Background: an optimization exercise with open tools, aiming at small area, a short achievable clock period and few clock cycles per item. Do not read the settings as production practice. Only simulation tests tie the RTL to the original design; equivalence was not proved. No activity file was given, so power comes from the tool's default toggle rates.

Design pkt_crc_engine, start of the top module:
module pkt_crc_engine (
    input  wire        clk,
    input  wire        rst,
    input  wire        in_valid,
    output wire        in_ready,
    input  wire [1:0]  in_cmd,
    input  wire [7:0]  in_addr,
    input  wire [8:0]  in_data,
    output reg         rsp_valid,
    output reg  [2:0]  rsp_code,
    output reg  [31:0] rsp_data
);
Size: about 2200 flip-flops, ~59 I/O pins, roughly 0.082 mm² of cells after synthesis.
==> module pkt_crc_engine, before the edit <==
module pkt_crc_engine (
    input  wire        clk,
    input  wire        rst,
    input  wire        in_valid,
    output wire        in_ready,
    input  wire [1:0]  in_cmd,
    input  wire [7:0]  in_addr,
    input  wire [8:0]  in_data,
    output reg         rsp_valid,
    output reg  [2:0]  rsp_code,
    output reg  [31:0] rsp_data
);
    localparam CMD_WR    = 2'd0;
    localparam CMD_RD    = 2'd1;
    localparam CMD_SEAL  = 2'd2;
    localparam CMD_CHECK = 2'd3;
    localparam RSP_OK        = 3'd0;
    localparam RSP_TOO_LARGE = 3'd1;
    localparam RSP_FRAMING   = 3'd2;
    localparam RSP_INTEGRITY = 3'd3;
    localparam RSP_ERR_ARG   = 3'd4;
    localparam SRC_ZERO = 2'd0;
    localparam SRC_BUF  = 2'd1;
    localparam SRC_CRC  = 2'd2;
    reg [7:0] pbuf [0:255];
    reg        wr1, rd1, seal1, chk1;
    reg [7:0]  addr1;      
    reg [7:0]  data1;      
    reg        m_arg1;     
    reg        m_small1;   
    reg [7:0]  m_pay1;     
    reg [7:0]  q0, q1, q2, q3;    
    reg [1:0]  qsel;
    reg        v2;
    reg [2:0]  code2;
    reg [1:0]  src2;
    reg [8:0]  nx;         
    reg [7:0]  rem;        
    reg [31:0] crc;
    reg        busy;
    reg        einit;      
    reg        eseal;
    reg        ea;         
    reg        eb;         
    reg        rdy;
    assign in_ready = rdy;
    wire accept = in_valid && rdy;
    function [31:0] crc_step(input [31:0] c, input [7:0] b);
        integer i;
        reg [31:0] r;
        begin
            r = c ^ {24'd0, b};
            for (i = 0; i < 8; i = i + 1)
                r = r[0] ? ((r >> 1) ^ 32'hEDB88320) : (r >> 1);
            crc_step = r;
        end
    endfunction
    wire [31:0] rx_sum  = {pbuf[7], pbuf[8], pbuf[9], pbuf[10]};
    wire [31:0] crc_out = ~crc;
    wire        crc_eq  = (crc_out == rx_sum);
    wire hdr_done = (nx >= 9'd11);
    wire complete = hdr_done && (rem == 8'd0);
    wire len_hi   = (pbuf[5] != 8'd0);
    wire seal_big = len_hi || (pbuf[6] > 8'd245);
    wire chk_frame = m_small1 || len_hi || (pbuf[6] > m_pay1);
    wire seal_go  = seal1 && !seal_big;
    wire check_go = chk1 && !m_arg1 && !chk_frame;
    wire start    = (seal_go || check_go) && !complete;
    wire fin      = busy && !einit && complete;
    wire ans_seal = (seal_go && complete) || (fin && eseal);
    wire [7:0] ua = addr1;
    wire [7:0] ud = data1;
    wire w_restart = wr1 && (ua == 8'd0);
    wire w_ext     = wr1 && ({1'b0, ua} == nx) && !complete;
    wire w_inval   = wr1 && ({1'b0, ua} < nx) && !(ua >= 8'd7 && ua <= 8'd10);
    wire e_ext     = busy && eb && !complete;
    reg [8:0]  nx_d;
    reg [7:0]  rem_d;
    reg [31:0] crc_d;
    always @* begin
        nx_d  = nx;
        rem_d = rem;
        crc_d = crc;
        if (w_restart) begin
            crc_d = crc_step(32'hFFFFFFFF, ud);
            nx_d  = 9'd1;
        end else if (w_ext || e_ext) begin
            crc_d = crc_step(crc, ud);
            nx_d  = (nx == 9'd6) ? 9'd11 : nx + 9'd1;
            if (nx == 9'd6)
                rem_d = ud;
            else if (hdr_done)
                rem_d = rem - 8'd1;
        end else if (w_inval) begin
            crc_d = 32'hFFFFFFFF;
            nx_d  = 9'd0;
        end
    end
    wire complete_d = (nx_d >= 9'd11) && (rem_d == 8'd0);
    always @(posedge clk) begin
        if (wr1)
            pbuf[addr1] <= data1;
        if (ans_seal) begin
            pbuf[7]  <= crc_out[31:24];
            pbuf[8]  <= crc_out[23:16];
            pbuf[9]  <= crc_out[15:8];
            pbuf[10] <= crc_out[7:0];
        end
    end
    wire [63:0] rsel = 64'd1 << addr1[5:0];
    reg  [7:0]  rq0, rq1, rq2, rq3;
    integer j;
    always @* begin
        rq0 = 8'd0; rq1 = 8'd0; rq2 = 8'd0; rq3 = 8'd0;
        for (j = 0; j < 64; j = j + 1) begin
            rq0 = rq0 | (pbuf[j]       & {8{rsel[j]}});
            rq1 = rq1 | (pbuf[64 + j]  & {8{rsel[j]}});
            rq2 = rq2 | (pbuf[128 + j] & {8{rsel[j]}});
            rq3 = rq3 | (pbuf[192 + j] & {8{rsel[j]}});
        end
    end
    always @(posedge clk) begin
        q0   <= rq0;
        q1   <= rq1;
        q2   <= rq2;
        q3   <= rq3;
        qsel <= addr1[7:6];
    end
    wire [7:0] qbyte = (qsel == 2'd0) ? q0 :
                       (qsel == 2'd1) ? q1 :
                       (qsel == 2'd2) ? q2 : q3;
    always @(posedge clk) begin
        if (rdy) begin
            addr1    <= in_addr;
            data1    <= in_data[7:0];
            m_arg1   <= (in_data > 9'd256);
            m_small1 <= (in_data < 9'd11);
            m_pay1   <= in_data[7:0] - 8'd11;
        end else if (einit) begin
            addr1 <= nx[7:0];
        end else begin
            addr1 <= (addr1 == 8'd6) ? 8'd11 : addr1 + 8'd1;
            data1 <= qbyte;
        end
    end
    always @(posedge clk) begin
        if (rst) begin
            rdy   <= 1'b1;
            wr1   <= 1'b0;
            rd1   <= 1'b0;
            seal1 <= 1'b0;
            chk1  <= 1'b0;
            v2    <= 1'b0;
            busy  <= 1'b0;
            einit <= 1'b0;
            ea    <= 1'b0;
            eb    <= 1'b0;
            eseal <= 1'b0;
            nx    <= 9'd0;
            rem   <= 8'd0;
            crc   <= 32'hFFFFFFFF;
        end else begin
            nx  <= nx_d;
            rem <= rem_d;
            crc <= crc_d;
            wr1   <= accept && (in_cmd == CMD_WR);
            rd1   <= accept && (in_cmd == CMD_RD);
            seal1 <= accept && (in_cmd == CMD_SEAL);
            chk1  <= accept && (in_cmd == CMD_CHECK);
            if (start) begin
                busy  <= 1'b1;
                einit <= 1'b1;
                eseal <= seal1;
            end else if (fin) begin
                busy <= 1'b0;
            end else begin
                einit <= 1'b0;
            end
            ea <= busy && !einit && !fin;
            eb <= ea && busy && !fin;
            rdy <= !(start || (busy && !fin)) &&
                   !(accept && in_cmd[1] && !complete_d);
            v2 <= wr1 || rd1 ||
                  (seal1 && (seal_big || complete)) ||
                  (chk1 && (m_arg1 || chk_frame || complete)) || fin;
            src2 <= rd1 ? SRC_BUF :
                    ((seal_go || check_go) || fin) ? SRC_CRC : SRC_ZERO;
            code2 <= (seal1 && seal_big)            ? RSP_TOO_LARGE :
                     (chk1 && m_arg1)               ? RSP_ERR_ARG :
                     (chk1 && chk_frame)            ? RSP_FRAMING :
                     ((chk1 || (fin && !eseal)) && !crc_eq) ? RSP_INTEGRITY :
                     RSP_OK;
        end
    end
    always @(posedge clk) begin
        if (rst) begin
            rsp_valid <= 1'b0;
            rsp_code  <= RSP_OK;
            rsp_data  <= 32'd0;
        end else begin
            rsp_valid <= v2;
            rsp_code  <= code2;
            rsp_data  <= (src2 == SRC_BUF) ? {24'd0, qbyte} :
                         (src2 == SRC_CRC) ? crc_out : 32'd0;
        end
    end
endmodule
export LEC_CHECK = 0
export CAP_MARGIN = 20
export CORE_MARGIN = 2
export CORE_UTILIZATION = 40
export SLEW_MARGIN = 40
create_clock -name core_clock -period 10.0 [get_ports {clk}]
standard.sh (not shown) runs the stock make flow with config.mk's settings and CLKGATE_MAP_FILE= SYNTH_SCRIPT=/design/flow/synth_recipe.tcl, a recipe that flattens the netlist after the stock synthesis.
==> flow/flow/run.sh <==
#!/bin/bash
set -o pipefail
bash standard.sh SETUP_SLACK_MARGIN=6.5 finish > standard.log 2>&1
Testbench counts at the start, summed over its fixed seeds: cycles 37,634, items 192.
Then changed:
--- a/flow/design.v
+++ b/flow/design.v
@@ -106,25 +106,13 @@
             pbuf[9]  <= crc_out[15:8];
             pbuf[10] <= crc_out[7:0];
         end
     end
-    wire [63:0] rsel = 64'd1 << addr1[5:0];
-    reg  [7:0]  rq0, rq1, rq2, rq3;
-    integer j;
-    always @* begin
-        rq0 = 8'd0; rq1 = 8'd0; rq2 = 8'd0; rq3 = 8'd0;
-        for (j = 0; j < 64; j = j + 1) begin
-            rq0 = rq0 | (pbuf[j]       & {8{rsel[j]}});
-            rq1 = rq1 | (pbuf[64 + j]  & {8{rsel[j]}});
-            rq2 = rq2 | (pbuf[128 + j] & {8{rsel[j]}});
-            rq3 = rq3 | (pbuf[192 + j] & {8{rsel[j]}});
-        end
-    end
     always @(posedge clk) begin
-        q0   <= rq0;
-        q1   <= rq1;
-        q2   <= rq2;
-        q3   <= rq3;
+        q0   <= pbuf[{2'd0, addr1[5:0]}];
+        q1   <= pbuf[{2'd1, addr1[5:0]}];
+        q2   <= pbuf[{2'd2, addr1[5:0]}];
+        q3   <= pbuf[{2'd3, addr1[5:0]}];
         qsel <= addr1[7:6];
     end
     wire [7:0] qbyte = (qsel == 2'd0) ? q0 :
                        (qsel == 2'd1) ? q1 :
Via count drops by 19%.
Register-to-register slack gets better by 0.06 ns.
Total power went up by 1.3%.
First-iteration DRC count falls by 47%.
Hold slack improved by 0.024 ns.
Final area goes up by 4.2%.
Setup slack improves by 0.062 ns.
Non-clock buffer count is lower by 139.
Clock skew shrinks by 0.017 ns.
Clock-buffer cell count is higher by 6.
Final cell count shrinks by 8.7%.
Area after synthesis rose by 5.6%.
Routed wire length goes down by 26%.
Testbench counts after the change, summed over its fixed seeds: cycles 37,634, items 192.

========
## the reference run
The RTL this note starts from:
==> flow/design.v <==
module pkt_crc_engine (
    input  wire        clk,
    input  wire        rst,
    input  wire        in_valid,
    output wire        in_ready,
    input  wire [1:0]  in_cmd,
    input  wire [7:0]  in_addr,
    input  wire [8:0]  in_data,
    output reg         rsp_valid,
    output reg  [2:0]  rsp_code,
    output reg  [31:0] rsp_data
);
    localparam CMD_WR    = 2'd0;
    localparam CMD_RD    = 2'd1;
    localparam CMD_SEAL  = 2'd2;
    localparam CMD_CHECK = 2'd3;
    localparam RSP_OK        = 3'd0;
    localparam RSP_TOO_LARGE = 3'd1;
    localparam RSP_FRAMING   = 3'd2;
    localparam RSP_INTEGRITY = 3'd3;
    localparam RSP_ERR_ARG   = 3'd4;
    localparam SRC_ZERO = 2'd0;
    localparam SRC_BUF  = 2'd1;
    localparam SRC_CRC  = 2'd2;
    reg [7:0] pbuf [0:255];
    integer   j;
    reg        wr1, rd1, seal1, chk1;
    reg [7:0]  addr1;      
    reg [7:0]  rlo;        
    reg [3:0]  rmid;       
    reg [7:0]  data1;      
    reg        m_arg1;     
    reg        m_small1;   
    reg [7:0]  m_pay1;     
    reg [15:0] whn;        
    reg [15:0] wln;        
    reg [63:0] qg;         
    reg [2:0]  qsel;
    reg        v2;
    reg [2:0]  code2;
    reg [1:0]  src2;
    reg [8:0]  nx;         
    reg [7:0]  rem;        
    reg [31:0] crc;
    reg        busy;
    reg        einit;      
    reg        eseal;
    reg        ea;         
    reg        eb;         
    reg        rdy;
    reg        nrdy;
    assign in_ready = rdy;
    wire accept = in_valid && !nrdy;
    wire rdy_d;
    function [31:0] crc_step(input [31:0] c, input [7:0] b);
        integer i;
        reg [31:0] r;
        begin
            r = c ^ {24'd0, b};
            for (i = 0; i < 8; i = i + 1)
                r = r[0] ? ((r >> 1) ^ 32'hEDB88320) : (r >> 1);
            crc_step = r;
        end
    endfunction
    wire [31:0] rx_sum  = {pbuf[7], pbuf[8], pbuf[9], pbuf[10]};
    wire [31:0] crc_out = ~crc;
    wire        crc_eq  = (crc_out == rx_sum);
    wire hdr_done = (nx >= 9'd11);
    wire complete = hdr_done && (rem == 8'd0);
    wire len_hi   = (pbuf[5] != 8'd0);
    wire seal_big = len_hi || (pbuf[6] > 8'd245);
    wire chk_frame = m_small1 || len_hi || (pbuf[6] > m_pay1);
    wire seal_go  = seal1 && !seal_big;
    wire check_go = chk1 && !m_arg1 && !chk_frame;
    wire start    = (seal_go || check_go) && !complete;
    wire fin      = busy && !einit && complete;
    wire ans_seal = (seal_go && complete) || (fin && eseal);
    wire [7:0] ua = addr1;
    wire [7:0] ud = data1;
    wire w_restart = wr1 && (ua == 8'd0);
    wire w_ext     = wr1 && ({1'b0, ua} == nx) && !complete;
    wire w_inval   = wr1 && ({1'b0, ua} < nx) && !(ua >= 8'd7 && ua <= 8'd10);
    wire e_ext     = busy && eb && !complete;
    wire u_init    = (nx == 9'd0);     
    reg [8:0]  nx_d;
    reg [7:0]  rem_d;
    reg [31:0] crc_d;
    always @* begin
        nx_d  = nx;
        rem_d = rem;
        crc_d = crc;
        if (w_restart) begin
            crc_d = crc_step(32'hFFFFFFFF, ud);
            nx_d  = 9'd1;
        end else if (w_ext || e_ext) begin
            crc_d = crc_step(u_init ? 32'hFFFFFFFF : crc, ud);
            nx_d  = (nx == 9'd6) ? 9'd11 : nx + 9'd1;
            if (nx == 9'd6)
                rem_d = ud;
            else if (hdr_done)
                rem_d = rem - 8'd1;
        end else if (w_inval) begin
            nx_d  = 9'd0;
        end
    end
    wire complete_d = (nx_d >= 9'd11) && (rem_d == 8'd0);
    always @(posedge clk) begin
        for (j = 0; j < 256; j = j + 1)
            if (!whn[j / 16] && !wln[j % 16])
                pbuf[j] <= data1;
        if (ans_seal) begin
            pbuf[7]  <= crc_out[31:24];
            pbuf[8]  <= crc_out[23:16];
            pbuf[9]  <= crc_out[15:8];
            pbuf[10] <= crc_out[7:0];
        end
    end
    wire [31:0] rsel;
    genvar g;
    generate
        for (g = 0; g < 32; g = g + 1) begin : g_rsel
            assign rsel[g] = rmid[g / 8] & rlo[g % 8];
        end
    endgenerate
    reg [63:0] rq;
    always @* begin
        rq = 64'd0;
        for (j = 0; j < 256; j = j + 1)
            rq[8 * (j / 32) +: 8] = rq[8 * (j / 32) +: 8] | (pbuf[j] & {8{rsel[j % 32]}});
    end
    always @(posedge clk) begin
        qg   <= rq;
        qsel <= addr1[7:5];
    end
    wire [7:0] qbyte = qg[8 * qsel +: 8];
    wire [7:0] addr1_d = !nrdy ? in_addr :
                         einit ? nx[7:0] :
                         (addr1 == 8'd6) ? 8'd11 : addr1 + 8'd1;
    always @(posedge clk) begin
        m_arg1   <= (in_data > 9'd256);
        m_small1 <= (in_data < 9'd11);
        m_pay1   <= in_data[7:0] - 8'd11;
        wln      <= ~(16'd1 << in_addr[3:0]);
        addr1 <= addr1_d;
        rlo   <= 8'd1 << addr1_d[2:0];
        rmid  <= 4'd1 << addr1_d[4:3];
        if (!nrdy)
            data1 <= in_data[7:0];
        else if (!einit)
            data1 <= qbyte;
    end
    assign rdy_d = !(start || (busy && !fin)) &&
                   !(accept && in_cmd[1] && !complete_d);
    always @(posedge clk) begin
        if (rst) begin
            rdy   <= 1'b1;
            nrdy  <= 1'b0;
            wr1   <= 1'b0;
            rd1   <= 1'b0;
            seal1 <= 1'b0;
            chk1  <= 1'b0;
            whn   <= 16'hFFFF;
            v2    <= 1'b0;
            busy  <= 1'b0;
            einit <= 1'b0;
            ea    <= 1'b0;
            eb    <= 1'b0;
            nx    <= 9'd0;
        end else begin
            nx <= nx_d;
            wr1   <= accept && (in_cmd == CMD_WR);
            rd1   <= accept && (in_cmd == CMD_RD);
            seal1 <= accept && (in_cmd == CMD_SEAL);
            chk1  <= accept && (in_cmd == CMD_CHECK);
            whn   <= (accept && in_cmd == CMD_WR) ? ~(16'd1 << in_addr[7:4]) : 16'hFFFF;
            if (start) begin
                busy  <= 1'b1;
                einit <= 1'b1;
            end else if (fin) begin
                busy <= 1'b0;
            end else begin
                einit <= 1'b0;
            end
            ea <= busy && !einit && !fin;
            eb <= ea && busy && !fin;
            rdy  <= rdy_d;
            nrdy <= !rdy_d;
            v2 <= wr1 || rd1 ||
                  (seal1 && (seal_big || complete)) ||
                  (chk1 && (m_arg1 || chk_frame || complete)) || fin;
        end
    end
    always @(posedge clk) begin
        rem <= rem_d;
        crc <= crc_d;
        if (start)
            eseal <= seal1;
        src2 <= rd1 ? SRC_BUF :
                ((seal_go || check_go) || fin) ? SRC_CRC : SRC_ZERO;
        code2 <= (seal1 && seal_big)            ? RSP_TOO_LARGE :
                 (chk1 && m_arg1)               ? RSP_ERR_ARG :
                 (chk1 && chk_frame)            ? RSP_FRAMING :
                 ((chk1 || (fin && !eseal)) && !crc_eq) ? RSP_INTEGRITY :
                 RSP_OK;
    end
    always @(posedge clk) begin
        if (rst)
            rsp_valid <= 1'b0;
        else
            rsp_valid <= v2;
        rsp_code <= code2;
        rsp_data <= (src2 == SRC_BUF) ? {24'd0, qbyte} :
                    (src2 == SRC_CRC) ? crc_out : 32'd0;
    end
endmodule
==> flow/config.mk <==
export PLATFORM = sky130hd
export DESIGN_NAME = pkt_crc_engine
export DESIGN_NICKNAME = pkt_crc_engine
export VERILOG_FILES = /design/flow/design.v
export SDC_FILE = /design/flow/constraint.sdc
export NUM_CORES = 4
export LEC_CHECK = 0
export CAP_MARGIN = 20
export CORE_MARGIN = 2
export CORE_UTILIZATION = 70
export CTS_CLUSTER_DIAMETER = 80
export CTS_CLUSTER_SIZE = 25
export SLEW_MARGIN = 20
==> flow/constraint.sdc <==
create_clock -name core_clock -period 10.0 [get_ports {clk}]
set_input_delay 2.0000 -clock core_clock [delete_from_list [all_inputs] [get_ports {clk}]]
set_output_delay 2.0000 -clock core_clock [all_outputs]
set_load 0.01 [all_outputs]
==> flow/flow/run.sh <==
#!/bin/bash
set -o pipefail
bash standard.sh SETUP_SLACK_MARGIN=7 finish > standard.log 2>&1
The reference run reached the final stage; the timing, design-rule and antenna checks on its layout passed.
Testbench counts of the reference run, summed over its fixed seeds: cycles 37,634, items 192.
Inputs modified between the reference run and the trial run:
-- flow/design.v --
<<< the reference run, line 28
    reg [7:0]  addr1;      
    reg [7:0]  rlo;        
    reg [3:0]  rmid;       
    reg [7:0]  data1;      
    reg        m_arg1;     
>>> the trial run, line 28
    reg [7:0]  addr1;      
    reg [7:0]  rlo;        
    reg [7:0]  rmid;       
    reg [7:0]  data1;      
    reg        m_arg1;     
<<< the reference run, line 35
    reg [15:0] whn;        
    reg [15:0] wln;        
    reg [63:0] qg;         
    reg [2:0]  qsel;
    reg        v2;
    reg [2:0]  code2;
>>> the trial run, line 35
    reg [15:0] whn;        
    reg [15:0] wln;        
    reg [7:0]  q0, q1, q2, q3;    
    reg [1:0]  qsel;
    reg        v2;
    reg [2:0]  code2;
<<< the reference run, line 116
        end
    end
    wire [31:0] rsel;
    genvar g;
    generate
        for (g = 0; g < 32; g = g + 1) begin : g_rsel
            assign rsel[g] = rmid[g / 8] & rlo[g % 8];
        end
    endgenerate
    reg [63:0] rq;
    always @* begin
        rq = 64'd0;
        for (j = 0; j < 256; j = j + 1)
            rq[8 * (j / 32) +: 8] = rq[8 * (j / 32) +: 8] | (pbuf[j] & {8{rsel[j % 32]}});
    end
    always @(posedge clk) begin
        qg   <= rq;
        qsel <= addr1[7:5];
    end
    wire [7:0] qbyte = qg[8 * qsel +: 8];
    wire [7:0] addr1_d = !nrdy ? in_addr :
                         einit ? nx[7:0] :
>>> the trial run, line 116
        end
    end
    wire [63:0] rsel;
    genvar g;
    generate
        for (g = 0; g < 64; g = g + 1) begin : g_rsel
            assign rsel[g] = rmid[g / 8] & rlo[g % 8];
        end
    endgenerate
    reg  [7:0]  rq0, rq1, rq2, rq3;
    always @* begin
        rq0 = 8'd0; rq1 = 8'd0; rq2 = 8'd0; rq3 = 8'd0;
        for (j = 0; j < 64; j = j + 1) begin
            rq0 = rq0 | (pbuf[j]       & {8{rsel[j]}});
            rq1 = rq1 | (pbuf[64 + j]  & {8{rsel[j]}});
            rq2 = rq2 | (pbuf[128 + j] & {8{rsel[j]}});
            rq3 = rq3 | (pbuf[192 + j] & {8{rsel[j]}});
        end
    end
    always @(posedge clk) begin
        q0   <= rq0;
        q1   <= rq1;
        q2   <= rq2;
        q3   <= rq3;
        qsel <= addr1[7:6];
    end
    wire [7:0] qbyte = (qsel == 2'd0) ? q0 :
                       (qsel == 2'd1) ? q1 :
                       (qsel == 2'd2) ? q2 : q3;
    wire [7:0] addr1_d = !nrdy ? in_addr :
                         einit ? nx[7:0] :
<<< the reference run, line 144
        addr1 <= addr1_d;
        rlo   <= 8'd1 << addr1_d[2:0];
        rmid  <= 4'd1 << addr1_d[4:3];
        if (!nrdy)
            data1 <= in_data[7:0];
>>> the trial run, line 153
        addr1 <= addr1_d;
        rlo   <= 8'd1 << addr1_d[2:0];
        rmid  <= 8'd1 << addr1_d[5:3];
        if (!nrdy)
            data1 <= in_data[7:0];
Notes after the runs:
Delta (the trial run minus the reference run): clock network latency to the later pin of the worst-skew pair went up; power in the clock group went down; number of multi-input logic gates went down; post-CTS setup repair buffer count went up. The trial run ends up with a routed metal-1 wire length that is 6.0% higher than in the reference run. Between the trial run and the reference run, it is the trial run whose via count is higher, by about 7%.
Testbench counts of the trial run, summed over its fixed seeds: cycles 37,634, items 192.

-- what the ideal ports hide --
The results above use ideal ports. As a check the final layouts listed here were re-extracted and re-timed, cells and wires unchanged. Step 1 (the two cells are an assumption about what drives the block):
set clk [get_ports {clk}]
set_driving_cell -lib_cell sky130_fd_sc_hd__clkbuf_16 $clk
set_driving_cell -lib_cell sky130_fd_sc_hd__buf_2 [delete_from_list [all_inputs] $clk]
Step 2, shift: input delay + t, output delay - t, t = (earliest + latest rising clock arrival at the registers) / 2. This alone moves slack from input paths to output paths. a / b / c = ideal ports / drivers / drivers and shift; a / b = the first two.
run | t, ns | setup slack, ns | latest minus earliest clock arrival (ns) | pins driven straight from the clock port
the first run of note 1 | 0.944 | 6.473 / 6.442 / 6.090 | 0.056 / 0.057 | 1
the second run of note 1 | 0.933 | 6.534 / 6.462 / 5.828 | 0.033 / 0.033 | 1
the reference run | 0.819 | 6.824 / 6.744 / 6.341 | 0.052 / 0.052 | 1
the trial run | 0.855 | 6.769 / 6.688 / 6.352 | 0.031 / 0.031 | 1
After both steps setup and hold are still met in every run listed. For the second run of note 1, which loses most, drivers alone change the setup slack by -0.072 ns; drivers and shift together by -0.706 ns.
